This is an optimization exercise on Yosys and OpenROAD, whose aim is small area, a short achievable clock period and few clock cycles, not a production implementation.
The RTL was checked by simulation tests, not by an equivalence proof against the original design.
Power is estimated from default activity; no workload was simulated.

### flow/constraint.sdc
create_clock -name core_clock -period 35.0 [get_ports {clk}]
set_input_delay 7.0000 -clock core_clock [delete_from_list [all_inputs] [get_ports {clk}]]
set_output_delay 7.0000 -clock core_clock [all_outputs]
set_load 0.01 [all_outputs]
### flow/design.v
module an400_tx (
    input  wire         clk,
    input  wire         rst,           
    input  wire         cmd_valid,
    output wire         cmd_ready,
    input  wire [3:0]   cmd_op,
    input  wire         cmd_ext,
    input  wire [28:0]  cmd_id,
    input  wire [3:0]   cmd_dlc,
    input  wire [63:0]  cmd_data,      
    input  wire [39:0]  cmd_regs,      
    input  wire [31:0]  cmd_ts,
    output reg          rsp_valid,
    output reg  [3:0]   rsp_code,
    output reg          pkt_valid,
    output reg          pkt_framed,
    output reg  [303:0] pkt_data       
);
    localparam [3:0] OP_RESET       = 4'h0;
    localparam [3:0] OP_FRAME_IN    = 4'h1;
    localparam [3:0] OP_FRAME_REGS  = 4'h2;
    localparam [3:0] OP_EMIT        = 4'h3;
    localparam [3:0] OP_TX_DONE     = 4'h4;
    localparam [3:0] OP_HALT        = 4'h5;
    localparam [3:0] OP_FRAMED_EMIT = 4'h7;
    localparam [3:0] RC_OK          = 4'd0;
    localparam [3:0] RC_IGN_STD     = 4'd1;
    localparam [3:0] RC_IGN_UNKNOWN = 4'd2;
    localparam [3:0] RC_IGN_SHORT   = 4'd3;
    localparam [3:0] RC_SUPPRESSED  = 4'd4;
    localparam [3:0] RC_HOLD        = 4'd13;
    localparam [3:0] RC_STUCK       = 4'd14;
    localparam [3:0] RC_REFUSED     = 4'd15;
    localparam [28:0] PE1_ID  = 29'h0CFFF048;
    localparam [28:0] PE16_ID = 29'h0CFFD048;
    reg [15:0] s_rpm;             
    reg [15:0] s_tps;             
    reg [15:0] s_fot;             
    reg [15:0] s_ign;             
    reg [15:0] s_baro;            
    reg [15:0] s_map;             
    reg        s_kpa;             
    reg [15:0] s_lambda;          
    reg [15:0] s_oil;             
    reg [15:0] s_batt;            
    reg [15:0] s_air;             
    reg [15:0] s_cool;            
    reg        s_degc;            
    reg [15:0] s_ws0, s_ws1, s_ws2, s_ws3;   
    reg        hraf;
    reg [15:0] seq;
    reg [7:0]  seq8;
    reg        tx_busy;
    reg        halted;
    assign cmd_ready = 1'b1;
    wire [7:0] r_sidh = cmd_regs[7:0];
    wire [7:0] r_sidl = cmd_regs[15:8];
    wire [7:0] r_eid8 = cmd_regs[23:16];
    wire [7:0] r_eid0 = cmd_regs[31:24];
    wire [7:0] r_dlc  = cmd_regs[39:32];
    wire        is_regs = (cmd_op == OP_FRAME_REGS);
    wire        f_ext   = is_regs ? r_sidl[3] : cmd_ext;
    wire [28:0] f_id    = is_regs ? (r_sidl[3] ? {r_sidh, r_sidl[7:5], r_sidl[1:0], r_eid8, r_eid0}
                                               : {18'd0, r_sidh, r_sidl[7:5]})
                                  : cmd_id;
    wire [3:0]  f_dlc_in = is_regs ? r_dlc[3:0] : cmd_dlc;
    wire [3:0]  f_dlc    = (f_dlc_in > 4'd8) ? 4'd8 : f_dlc_in;
    reg [7:0] d [0:7];
    integer i;
    always @(*) begin
        for (i = 0; i < 8; i = i + 1)
            d[i] = (i < f_dlc) ? cmd_data[8*i +: 8] : 8'd0;
    end
    function [15:0] w16(input [7:0] lo, input [7:0] hi);
        w16 = {hi, lo};
    endfunction
    reg [4:0] pe;
    reg [3:0] min_dlc;
    integer n;
    always @(*) begin
        pe = 5'd0;
        for (n = 1; n <= 15; n = n + 1)
            if (f_id == PE1_ID + 29'h100 * (n - 1)) pe = n[4:0];
        if (f_id == PE16_ID) pe = 5'd16;
        case (pe)
            5'd2, 5'd6:   min_dlc = 4'd7;
            5'd7, 5'd15:  min_dlc = 4'd4;
            5'd9, 5'd11:  min_dlc = 4'd6;
            default:      min_dlc = 4'd8;
        endcase
    end
    reg [3:0] frame_rc;
    always @(*) begin
        if (!f_ext)                frame_rc = RC_IGN_STD;
        else if (pe == 5'd0)       frame_rc = RC_IGN_UNKNOWN;
        else if (f_dlc < min_dlc)  frame_rc = RC_IGN_SHORT;
        else                       frame_rc = RC_OK;
    end
    function [15:0] clamp_u16(input signed [23:0] v);
        clamp_u16 = (v < 0) ? 16'd0 : (v > 65535) ? 16'hFFFF : v[15:0];
    endfunction
    function [15:0] clamp_i16(input signed [23:0] v);
        clamp_i16 = (v < -32767) ? 16'h8001 : (v > 32767) ? 16'h7FFF : v[15:0];
    endfunction
    function [7:0] clamp_u8(input signed [23:0] v);
        clamp_u8 = (v < 0) ? 8'd0 : (v > 255) ? 8'hFF : v[7:0];
    endfunction
    function signed [23:0] sx(input [15:0] w);
        sx = {{8{w[15]}}, w};
    endfunction
    function signed [23:0] zx(input [15:0] w);
        zx = {8'd0, w};
    endfunction
    wire signed [23:0] map_psi_01, map_psi_001, baro_psi_001, map_kpa_01;
    an400_rhaz #(.NW(38), .DEN(1000000)) u_map_psi_01
        (.num($signed({22'd0, s_map}) * 38'sd689476), .q(map_psi_01));
    an400_rhaz #(.NW(38), .DEN(100000)) u_map_psi_001
        (.num($signed({22'd0, s_map}) * 38'sd689476), .q(map_psi_001));
    an400_rhaz #(.NW(38), .DEN(100000)) u_baro_psi_001
        (.num($signed({22'd0, s_baro}) * 38'sd689476), .q(baro_psi_001));
    an400_rhaz #(.NW(18), .DEN(10)) u_map_kpa_01
        (.num({2'd0, s_map}), .q(map_kpa_01));
    wire signed [23:0] map_q01  = s_kpa ? map_kpa_01 : map_psi_01;
    wire signed [23:0] map_q001 = s_kpa ? zx(s_map)  : map_psi_001;
    wire signed [23:0] baro_q001 = s_kpa ? zx(s_baro) : baro_psi_001;
    wire signed [23:0] cool_f, air_f;
    an400_rhaz #(.NW(20), .DEN(9)) u_cool_f
        (.num(($signed({{4{s_cool[15]}}, s_cool}) - 20'sd320) * 20'sd5), .q(cool_f));
    an400_rhaz #(.NW(20), .DEN(9)) u_air_f
        (.num(($signed({{4{s_air[15]}}, s_air}) - 20'sd320) * 20'sd5), .q(air_f));
    wire signed [23:0] cool_q = s_degc ? sx(s_cool) : cool_f;
    wire signed [23:0] air_q  = s_degc ? sx(s_air)  : air_f;
    wire signed [23:0] oil_q;
    an400_rhaz #(.NW(18), .DEN(4)) u_oil
        (.num($signed({{2{s_oil[15]}}, s_oil}) - 18'sd500), .q(oil_q));
    wire signed [23:0] batt_q;
    an400_rhaz #(.NW(17), .DEN(10)) u_batt
        (.num($signed({s_batt[15], s_batt})), .q(batt_q));
    wire signed [23:0] ws_q0, ws_q1, ws_q2, ws_q3;
    an400_rhaz #(.NW(18), .DEN(5)) u_ws0 (.num({1'b0, s_ws0, 1'b0}), .q(ws_q0));
    an400_rhaz #(.NW(18), .DEN(5)) u_ws1 (.num({1'b0, s_ws1, 1'b0}), .q(ws_q1));
    an400_rhaz #(.NW(18), .DEN(5)) u_ws2 (.num({1'b0, s_ws2, 1'b0}), .q(ws_q2));
    an400_rhaz #(.NW(18), .DEN(5)) u_ws3 (.num({1'b0, s_ws3, 1'b0}), .q(ws_q3));
    wire [15:0] seq_n  = seq + 16'd1;
    wire [7:0]  seq8_n = seq8 + 8'd1;
    wire [175:0] pkt22 = {
        clamp_u16(ws_q3),
        clamp_u16(ws_q2),
        clamp_u16(ws_q1),
        clamp_u16(ws_q0),
        clamp_u8(batt_q),
        clamp_u8(zx(s_lambda)),
        clamp_i16(cool_q),
        clamp_i16(oil_q),
        clamp_u16(sx(s_tps)),
        clamp_u16(map_q01),
        s_rpm,
        seq_n
    };
    wire [303:0] pkt38 = {
        clamp_u16(zx(s_ws3) * 2),
        clamp_u16(zx(s_ws2) * 2),
        clamp_u16(zx(s_ws1) * 2),
        clamp_u16(zx(s_ws0) * 2),
        clamp_i16(air_q),
        clamp_i16(cool_q),
        clamp_i16(sx(s_batt)),
        clamp_i16(oil_q),
        clamp_u16(zx(s_lambda) * 10),
        clamp_u16(baro_q001),
        clamp_u16(map_q001),
        clamp_i16(sx(s_ign)),
        clamp_i16(sx(s_fot)),
        clamp_i16(sx(s_tps)),
        s_rpm,
        cmd_ts,
        8'd34, seq8_n, 8'h01, 8'hAA
    };
    wire accept = cmd_valid & cmd_ready;
    always @(posedge clk) begin
        rsp_valid <= 1'b0;
        pkt_valid <= 1'b0;
        if (rst || (accept && cmd_op == OP_RESET)) begin
            s_rpm <= 16'd0;  s_tps <= 16'd0;  s_fot <= 16'd0;  s_ign <= 16'd0;
            s_baro <= 16'd0; s_map <= 16'd0;  s_kpa <= 1'b0;   s_lambda <= 16'd0;
            s_oil <= 16'd0;  s_batt <= 16'd0; s_air <= 16'd0;  s_cool <= 16'd0;
            s_degc <= 1'b0;
            s_ws0 <= 16'd0;  s_ws1 <= 16'd0;  s_ws2 <= 16'd0;  s_ws3 <= 16'd0;
            hraf <= 1'b0;  seq <= 16'd0;  seq8 <= 8'd0;  tx_busy <= 1'b0;  halted <= 1'b0;
            if (!rst) begin
                rsp_valid <= 1'b1;
                rsp_code  <= RC_OK;
            end
        end else if (accept) begin
            rsp_valid <= 1'b1;
            rsp_code  <= RC_OK;
            if (halted) begin
                rsp_code <= RC_STUCK;
            end else begin
                case (cmd_op)
                    OP_FRAME_IN, OP_FRAME_REGS: begin
                        rsp_code <= frame_rc;
                        if (frame_rc == RC_OK) begin
                            hraf <= 1'b1;
                            case (pe)
                                5'd1: begin
                                    s_rpm <= w16(d[0], d[1]);
                                    s_tps <= w16(d[2], d[3]);
                                    s_fot <= w16(d[4], d[5]);
                                    s_ign <= w16(d[6], d[7]);
                                end
                                5'd2: begin
                                    s_baro   <= w16(d[0], d[1]);
                                    s_map    <= w16(d[2], d[3]);
                                    s_lambda <= w16(d[4], d[5]);
                                    s_kpa    <= d[6][0];
                                end
                                5'd3: s_oil <= w16(d[0], d[1]);
                                5'd5: begin
                                    s_ws0 <= w16(d[0], d[1]);
                                    s_ws1 <= w16(d[2], d[3]);
                                    s_ws2 <= w16(d[4], d[5]);
                                    s_ws3 <= w16(d[6], d[7]);
                                end
                                5'd6: begin
                                    s_batt <= w16(d[0], d[1]);
                                    s_air  <= w16(d[2], d[3]);
                                    s_cool <= w16(d[4], d[5]);
                                    s_degc <= d[6][0];
                                end
                                5'd9: s_lambda <= w16(d[0], d[1]);
                                default: ;   
                            endcase
                        end
                    end
                    OP_EMIT, OP_FRAMED_EMIT: begin
                        if (!hraf) begin
                            rsp_code <= RC_SUPPRESSED;
                        end else if (tx_busy) begin
                            rsp_code <= RC_HOLD;
                        end else begin
                            tx_busy   <= 1'b1;
                            pkt_valid <= 1'b1;
                            if (cmd_op == OP_EMIT) begin
                                seq        <= seq_n;
                                pkt_framed <= 1'b0;
                                pkt_data   <= {128'd0, pkt22};
                            end else begin
                                seq8       <= seq8_n;
                                pkt_framed <= 1'b1;
                                pkt_data   <= pkt38;
                            end
                        end
                    end
                    OP_TX_DONE: tx_busy <= 1'b0;
                    OP_HALT:    halted  <= 1'b1;
                    default:    rsp_code <= RC_REFUSED;
                endcase
            end
        end
    end
endmodule
module an400_rhaz #(
    parameter NW  = 20,
    parameter DEN = 9
) (
    input  wire signed [NW-1:0] num,
    output wire signed [23:0]   q
);
    wire          neg = num[NW-1];
    wire [NW-1:0] mag = neg ? -num : num;
    wire [NW+1:0] qm  = ({mag, 1'b0} + DEN) / (2 * DEN);
    wire signed [NW+2:0] qs = neg ? -$signed({1'b0, qm}) : $signed({1'b0, qm});
    assign q = qs;
endmodule
### flow/run.sh
#!/bin/bash
# synth_recipe.tcl (not shown) runs the flow's synth.tcl, then flattens the netlist and writes it again
# the make line also repeats each setting of config.mk as NAME=value (left out here)
make -C /OpenROAD-flow-scripts/flow DESIGN_CONFIG=/design/flow/config.mk WORK_HOME=/design/flow/orfs CLKGATE_MAP_FILE= SYNTH_SCRIPT=/design/flow/synth_recipe.tcl finish
### flow/config.mk
export PLATFORM = sky130hd
export DESIGN_NAME = an400_tx
export DESIGN_NICKNAME = an400_tx
export VERILOG_FILES = /design/flow/design.v
export SDC_FILE = /design/flow/constraint.sdc
export NUM_CORES = 4
export LEC_CHECK = 0
export CAP_MARGIN = 20
export CORE_MARGIN = 2
export CORE_UTILIZATION = 40
export SLEW_MARGIN = 20
==> results by group <==
Status
  – Run status: finished clean

Timing
  – Endpoints failing setup: 0
  – Hold Vio Cnt, Final: 0
  – Worst setup margin: 4.16 ns
  – Final min period: 30.84 ns
  – Relative slew slack: 0.254
  – Max Fclk: 32.4 MHz
  – Fin Clk Skew: 0.0741 ns
  – Period utilisation layout: 0.881
  – Slew @ Worst Pin: 1.11 ns
  – Max-slew violations: 0
  – Setup TNS: 0 ns
  – RSZ-0062 raised after global routing: false

Die
  – Initial core utilization: 0.401
  – IO Count: 489
  – Core Rows: 181
  – Die footprint: 247,000 um2
  – Die H: 497 um
  – DIE WIDTH: 497 um
  – Std-Cell Core Area: 243,000 um2

Yosys
  – Post-synth EDFFs: 309
  – Seq/Total Area, Yosys: 0.151
  – Synthesized area: 97,300 um2
  – Ys flop type: edfxtp_1
  – Mapped Nets: 14,100
  – Gate count of the mapped netlist: 13,400
  – Avg Cell Area, Syn: 7.25 um2
  – Library cells used by synthesis: 187
  – Synth warn: 2
  – Flops & latches, synth: 580
  – Async set or reset register ratio after synthesis: 0

Final layout
  – Most frequent cells in the layout: nand2_1, nor2_1, a21oi_1
  – Nets: 14,200
  – Max reg flops: 304
  – Fillcell total: 25,000
  – Area growth syn-to-layout: 10.0%
  – Commonest non-fill, non-tap cell in the layout: nand2_1
  – Largest reg by FF count: pkt_data
  – Multi-input gate area: 78,100 um2
  – Fin util: 0.441
  – Register Area: 14,700 um2
  – Layout cells sized above 1: 0.0638
  – Final Non-Filler Cells: 16,800

Setup path
  – Critical Path RT: 35.45 ns
  – CP max FO: 21
  – Most used cell, CP: a21oi_1
  – CP startpoint kind: flop
  – R2R cell count: 84
  – Slowest stage delay, CP: 0.85 ns
  – Critical Path AT: 31.29 ns
  – Crit-path slowest cell: dfxtp_1
  – Crit. End Element: flop
  – Setup CP Type: reg -> reg

Clock network
  – H-tree depth: 3
  – Post-cts sizing count: 0
  – Clock buffer count from CTS: 73
  – Clock Pin Slew Worst Setup and Hold Paths: 0.07 ns
  – Clock sinks: 580
  – Clock buffer depth: 3
  – Insertion delay to the later sink of the worst-skew pair: 0.75 ns
  – Setup Buffers After CTS: 0
  – Clock tree from TritonCTS: done
  – Root Buffer: clkbuf_16
  – Hold_buf cts: 0

GRT
  – Total track usage: 0.265
  – Initial antenna violation count: 32
  – First-pass GRT wire length: 536 mm
  – GRT overflow: 0
  – Largest net degree at the start of global routing: 191
  – Vias in the first global route: 92,100

Route
  – Initial DRT Pass Iterations: 9
  – DRT iter0 DRCs: 8,719
  – DRC viols: 0
  – Via-per-instance ratio: 6.09
  – WL per Instance: 20.7 um
  – Vias: 102,000
  – Final antenna-violating net count: 0
  – Total Wirelength: 349 mm

Power and ir drop
  – Seq pwr share: 0.455
  – Switching share of power: 0.254
  – P_leak: 0.0395 uW
  – NetSw: 398 uW
  – Logic pwr share: 0.048
  – Cell internal pwr: 1170 uW
  – Pwr dens: 14.6 nW/um2
  – Part of the power in the clock network: 0.498
  – Total Power Consumption: 1570 uW
  – Max IR drop VDD: 0.0343 mV

Min path
  – Hold Crit Class: reg -> reg
  – WHS Path Cells: 2

Place
  – Inst Count DP: 16,700
  – Pre-CTS WS: 4.53 ns
  – Post-DP HPWL: 277 mm
  – I/O Buffers: 481
  – Routability cong.: 0.969

Flow run
  – Max_cap viols: 0
worst paths after layout:
path | start | endpoint | slack (ns)
hold / removal | s_rpm[0] | s_rpm[0] | 0.47
setup reg to reg | s_map[3] | pkt_data[128] | 4.16
setup / recovery | s_map[3] | pkt_data[128] | 4.16
hold reg to reg | s_rpm[0] | s_rpm[0] | 0.47
worst max-delay path, delay by kind of cell, from the launching register on:
family / cells / cell delay, ns
AND/OR/NAND/NOR: 19 / 6.44
multiplexers: 7 / 2.55
buffers and inverters: 4 / 0.49
flip-flops: 1 / 0.85
XOR/XNOR: 2 / 0.73
AO/OA/AOI/OAI: 45 / 16.34
adder cells (fa/ha/maj): 7 / 3.12
logic make-up (layout without fill, tap and decap cells):
group | after synthesis | count (layout) | share of synthesized area
AO/OA/AOI/OAI | 4161 | 4161 | 0.298
multiplexers | 308 | 308 | 0.0336
AND/OR/NAND/NOR | 5551 | 5551 | 0.282
XOR/XNOR | 1231 | 1231 | 0.113
adder cells (fa/ha/maj) | 519 | 519 | 0.0736
other | 1 | 24 | 0.0000385
flip-flops | 580 | 580 | 0.151
buffers and inverters | 1072 | 1247 | 0.0479
per-stage QoR:
| stage | hold slack, ns | area [um2] |
|---|---|---|
| after floorplan | 0.444 | 97300 |
| after global placement | 0.455 | 104000 |
| after detailed placement | 0.462 | 104000 |
| after CTS | 0.471 | 107000 |
| after global routing | 0.488 | 107000 |
| final | 0.471 | 107000 |
synthesized netlist by cell type, types with 205 or more instances:
cell type  instances  area share
nand2_1         1475       0.057
nor2_1          1386       0.053
a21oi_1         1013       0.052
xnor2_1          837       0.075
o21ai_0          689       0.035
nand3_1          585       0.030
inv_1            497       0.019
nor3_1           402       0.021
ha_1             381       0.049
xor2_1           369       0.033
clkbuf_1         354       0.014
edfxtp_1         309       0.095
dfxtp_1          271       0.056
and2_1           247       0.016
and3_1           205       0.013
layout make-up:
class | count | area share
Timing Repair Buffer | 605 | 0.0539
Clock buffer | 106 | 0.0199
Tap cell | 3202 | 0.0374
Multi-Input combinational cell | 11800 | 0.730
Clock inverter | 29 | 0.00298
Sequential cell | 580 | 0.137
Inverter | 507 | 0.0179
Antenna cell | 23 | 0.000538
power groups by stage:
stage	registers (uW)	logic, uW	clock network (uW)
3_3_place_gp	726	73.9	0
4_1_cts	712	74.0	795
2_1_floorplan	726	25.2	0
6_report	712	74.8	779
3_5_place_dp	726	73.7	0
5_1_grt	712	77.3	819
layer usage:
layer	wire, um	share of wire	global-route usage	vias up
met5	0	0	0	-
met4	15400	0.044	0.116	0
met3	21300	0.061	0.0289	455
met2	155000	0.44	0.420	3029
met1	157000	0.45	0.363	48700
li1	-	-	-	50300
Testbench counts, summed over its fixed seeds: cycles 24,008.

## what the ideal ports hide
Ports are ideal in the flow. The routed layout listed here was re-timed in OpenROAD. Step 1: set_driving_cell puts a clkbuf_16 on clk and a buf_2 on each other input, an assumption about the parent block. Step 2 adds t to the input delays and takes it off the output delays; t is the mean of the earliest and latest rising clock arrival at the registers after step 1. Input paths then give back, and output paths get back, about the clock's delay inside the block. Slacks: ideal ports / drivers / drivers and shift; pairs: ideal ports / drivers.
shift t [ns]: 0.798
setup slack, ns: 4.158 / 4.158 / 4.158
worst setup path at the end: register to register
worst data-port slew with drivers (ns): 0.21
cell pins on the clock port's net: 1
After both steps this run still meets setup and hold. The setup slack of this run moves by 0.000 ns with the drivers and by 0.000 ns with both steps.
